Background: an optimization exercise with open tools, aiming at small area and a short achievable clock period. Do not read the settings as production practice. Only simulation tests tie the RTL to the original design; equivalence was not proved. Power is estimated from default activity; no workload was simulated.

lane 1:
Design fdc_read, start of the top module:
module fdc_read (
    input  wire        clk,
    input  wire        rst,
    input  wire        drive_active,
    input  wire        flux,
    input  wire        wr_en,
    input  wire [2:0]  wr_port,
    input  wire [15:0] wr_data,
    input  wire        rd_en,
    output wire [15:0] status,
    output reg         mem_we,
    output wire [31:0] mem_addr,
    output wire [15:0] mem_wdata,
    output reg         irq_sync,
    output reg         irq_done
);
    localparam [2:0] S_IDLE = 3'b000, S_WAIT = 3'b110, S_BYTE0 = 3'b100, S_BYTE1 = 3'b101;
    localparam [1:0] H_NONE = 2'd0, H_HI = 2'd1, H_LO = 2'd2, H_ZERO = 2'd3;
    reg running;
    reg run_st;     
    reg [10:0] counter;   
    reg        ended_r;   
    reg [4:0]  inc5;      
    reg [1:0]  hist;
    reg [2:0]  pcnt;
    reg [1:0]  fcls;
    reg        dir;
    reg        lat_v;     
    reg [2:0]  lat_c;     
    reg [15:0] shift;
    reg [2:0]  bcnt;      
    reg        st_sync, st_ready;
    reg [7:0]  st_data;
    reg [15:0] len;       
    reg [15:0] pend;      
    reg        pz;
    reg [15:0] sync_r;
    reg        ctl10;
    reg        dmaen;     
    reg [2:0]  state;
    reg [7:0]  hi;        
    reg [31:0] A;         
    reg        F;
    reg [15:0] B;
    reg [1:0]  H;
    wire start = drive_active && !running;
    wire [10:0] cnext;
    wire        ended_n;
    wire [4:0]  inc5_n;
    wire [2:0]  pcnt_dec, cT, pcnt_T;
    wire [1:0]  fcls_T;
    fdc_pll u_pll (
  ...
export LEC_CHECK = 0
export CAP_MARGIN = 20
export CORE_MARGIN = 2
export CORE_UTILIZATION = 60
export SETUP_SLACK_MARGIN = 4.4
export SLEW_MARGIN = 20
export SYNTH_HIERARCHICAL = 1
create_clock -name core_clock -period 7.0 [get_ports {clk}]
standard.sh (not shown) runs the stock make flow with config.mk's settings and CLKGATE_MAP_FILE= SYNTH_SCRIPT=/design/flow/synth_recipe.tcl, a recipe that flattens the netlist after the stock synthesis.
==> flow/flow/run.sh <==
#!/bin/bash
# Standard ORFS layout (the standard.sh) with two changes:
#  - port buffers are sky130_fd_sc_hd__buf_2 instead of the resizer's default
#    choice (a delay cell);
#  - clock tree synthesis without dummy loads.
set -euo pipefail
export BUFFER_PORTS_ARGS="-buffer_cell sky130_fd_sc_hd__buf_2"
export CTS_ARGS="-sink_clustering_enable -repair_clock_nets -buf_list sky130_fd_sc_hd__clkbuf_8 -dont_use_dummy_load"
bash standard.sh finish > standard_flow.log 2>&1
Lane 1: done, clean on timing, DRC and antenna
Relative to lane 1, the following input files were edited for lane 2:
Settings: a change of CORE_UTILIZATION from 60 to 70; a deleted SYNTH_HIERARCHICAL that had been 1.
diff --git a/flow/flow/run.sh b/flow/flow/run.sh
--- a/flow/flow/run.sh
+++ b/flow/flow/run.sh
@@ -2 +2 @@
-# Standard ORFS layout (the standard.sh) with two changes:
+# Standard ORFS layout (the standard.sh) with these changes:
@@ -5 +5,3 @@
-#  - clock tree synthesis without dummy loads.
+#  - clock tree synthesis without dummy loads;
+#  - the slow multi-input OR cells are not used (synthesis maps to NOR/NAND
+#    forms instead); they are added to the platform's own don't-use list.
@@ -9 +11,6 @@
-bash standard.sh finish > standard_flow.log 2>&1
+platform="sky130_fd_sc_hd__lpflow_bleeder_1 sky130_fd_sc_hd__lpflow_clkbufkapwr_1 sky130_fd_sc_hd__lpflow_clkbufkapwr_16 sky130_fd_sc_hd__lpflow_clkbufkapwr_2 sky130_fd_sc_hd__lpflow_clkbufkapwr_4 sky130_fd_sc_hd__lpflow_clkbufkapwr_8 sky130_fd_sc_hd__lpflow_clkinvkapwr_1 sky130_fd_sc_hd__lpflow_clkinvkapwr_16 sky130_fd_sc_hd__lpflow_clkinvkapwr_2 sky130_fd_sc_hd__lpflow_clkinvkapwr_4 sky130_fd_sc_hd__lpflow_clkinvkapwr_8 sky130_fd_sc_hd__lpflow_decapkapwr_12 sky130_fd_sc_hd__lpflow_decapkapwr_3 sky130_fd_sc_hd__lpflow_decapkapwr_4 sky130_fd_sc_hd__lpflow_decapkapwr_6 sky130_fd_sc_hd__lpflow_decapkapwr_8 sky130_fd_sc_hd__lpflow_inputiso0n_1 sky130_fd_sc_hd__lpflow_inputiso0p_1 sky130_fd_sc_hd__lpflow_inputiso1n_1 sky130_fd_sc_hd__lpflow_inputiso1p_1 sky130_fd_sc_hd__lpflow_inputisolatch_1 sky130_fd_sc_hd__lpflow_isobufsrc_1 sky130_fd_sc_hd__lpflow_isobufsrc_16 sky130_fd_sc_hd__lpflow_isobufsrc_2 sky130_fd_sc_hd__lpflow_isobufsrc_4 sky130_fd_sc_hd__lpflow_isobufsrc_8 sky130_fd_sc_hd__lpflow_isobufsrckapwr_16 sky130_fd_sc_hd__lpflow_lsbuf_lh_hl_isowell_tap_1 sky130_fd_sc_hd__lpflow_lsbuf_lh_hl_isowell_tap_2 sky130_fd_sc_hd__lpflow_lsbuf_lh_hl_isowell_tap_4 sky130_fd_sc_hd__lpflow_lsbuf_lh_isowell_4 sky130_fd_sc_hd__lpflow_lsbuf_lh_isowell_tap_1 sky130_fd_sc_hd__lpflow_lsbuf_lh_isowell_tap_2 sky130_fd_sc_hd__lpflow_lsbuf_lh_isowell_tap_4 sky130_fd_sc_hd__probe_p_8 sky130_fd_sc_hd__probec_p_8 "
+slow=""
+for c in or3_1 or3_2 or3_4 or3b_1 or3b_2 or3b_4 or4_1 or4_2 or4_4 or4b_1 or4b_2 or4b_4 or4bb_1 or4bb_2 or4bb_4; do
+  slow="$slow sky130_fd_sc_hd__$c"
+done
+bash standard.sh "DONT_USE_CELLS=$platform$slow" finish > standard_flow.log 2>&1
--- outcome ---
Lane 2: all stages complete, timing, DRC and antenna checks passed. Switching fraction of total power for lane 2: 1.5 points down relative to lane 1. Taking lane 1 as the reference point, the area growth from synthesis to layout of lane 2 falls by 3.7 points. Compared with lane 1, in lane 2 total power down 4.2%; worst endpoint data arrival time shows a reduction of 1.69 ns. Starting utilization of the core area came out higher on lane 2 than on lane 1. Summary — core footprint, lane 2 relative to lane 1: lower, by about 18%.
Modified inputs, lane 3 compared to lane 2
diff --git a/flow/flow/run.sh b/flow/flow/run.sh
--- a/flow/flow/run.sh
+++ b/flow/flow/run.sh
@@ -3 +3 @@
-#  - port buffers are sky130_fd_sc_hd__buf_2 instead of the resizer's default
+#  - port buffers are sky130_fd_sc_hd__buf_1 instead of the resizer's default
@@ -9 +9 @@
-export BUFFER_PORTS_ARGS="-buffer_cell sky130_fd_sc_hd__buf_2"
+export BUFFER_PORTS_ARGS="-buffer_cell sky130_fd_sc_hd__buf_1"
Notes after the runs:
Measured against each other, lane 2 and lane 3 differ in smallest setup slack after layout, the higher figure coming from lane 2.
Lane 3 ended with more routability congestion estimate from global placement than lane 2.
Summary of the comparison: non-clock buffer instance count of the final layout is higher in lane 3, relative to lane 2.
Going from lane 2 to lane 3, routed wire length up 4.7%, maximum fanout along the worst path went up by 5, data required time of the critical path higher, cell area has remained practically unchanged.
Going from lane 2 to lane 3, final critical-path share of the clock period grows by 0.32 points.
Lane 2 and lane 3 ended up with roughly the same end-of-flow core utilization.
Sort lane 2 and lane 3 by signed area change from the synthesized netlist to the final layout, descending, and lane 3 comes first.

re-timing with driven ports:
How much do the figures lean on ideal ports? The routed layouts below were timed once more, with nothing changed but the port constraints. Step 1, drivers: a clkbuf_16 drives clk and a buf_2 each remaining input, both assumed. Step 2, shift: input delay + t, output delay - t, t = (earliest + latest rising clock arrival at the registers) / 2. This alone moves slack from input paths to output paths. Three values: no drivers, after step 1, after step 2; two values: the first two.
run | t (ns) | setup WS [ns] | worst hold slack (ns) | slew at the worst register clock pin (ns)
lane 1 | 0.476 | 4.399 / 4.404 / 3.928 | 0.452 / 0.452 / 0.452 | 0.09 / 0.09
lane 2 | 0.489 | 4.391 / 4.353 / 3.977 | 0.457 / 0.457 / 0.457 | 0.09 / 0.09
lane 3 | 0.491 | 4.368 / 4.347 / 3.856 | 0.471 / 0.471 / 0.471 | 0.10 / 0.10
After both steps setup and hold are still met in every run listed. For lane 3, which loses most, drivers alone change the setup slack by -0.021 ns; drivers and shift together by -0.512 ns.
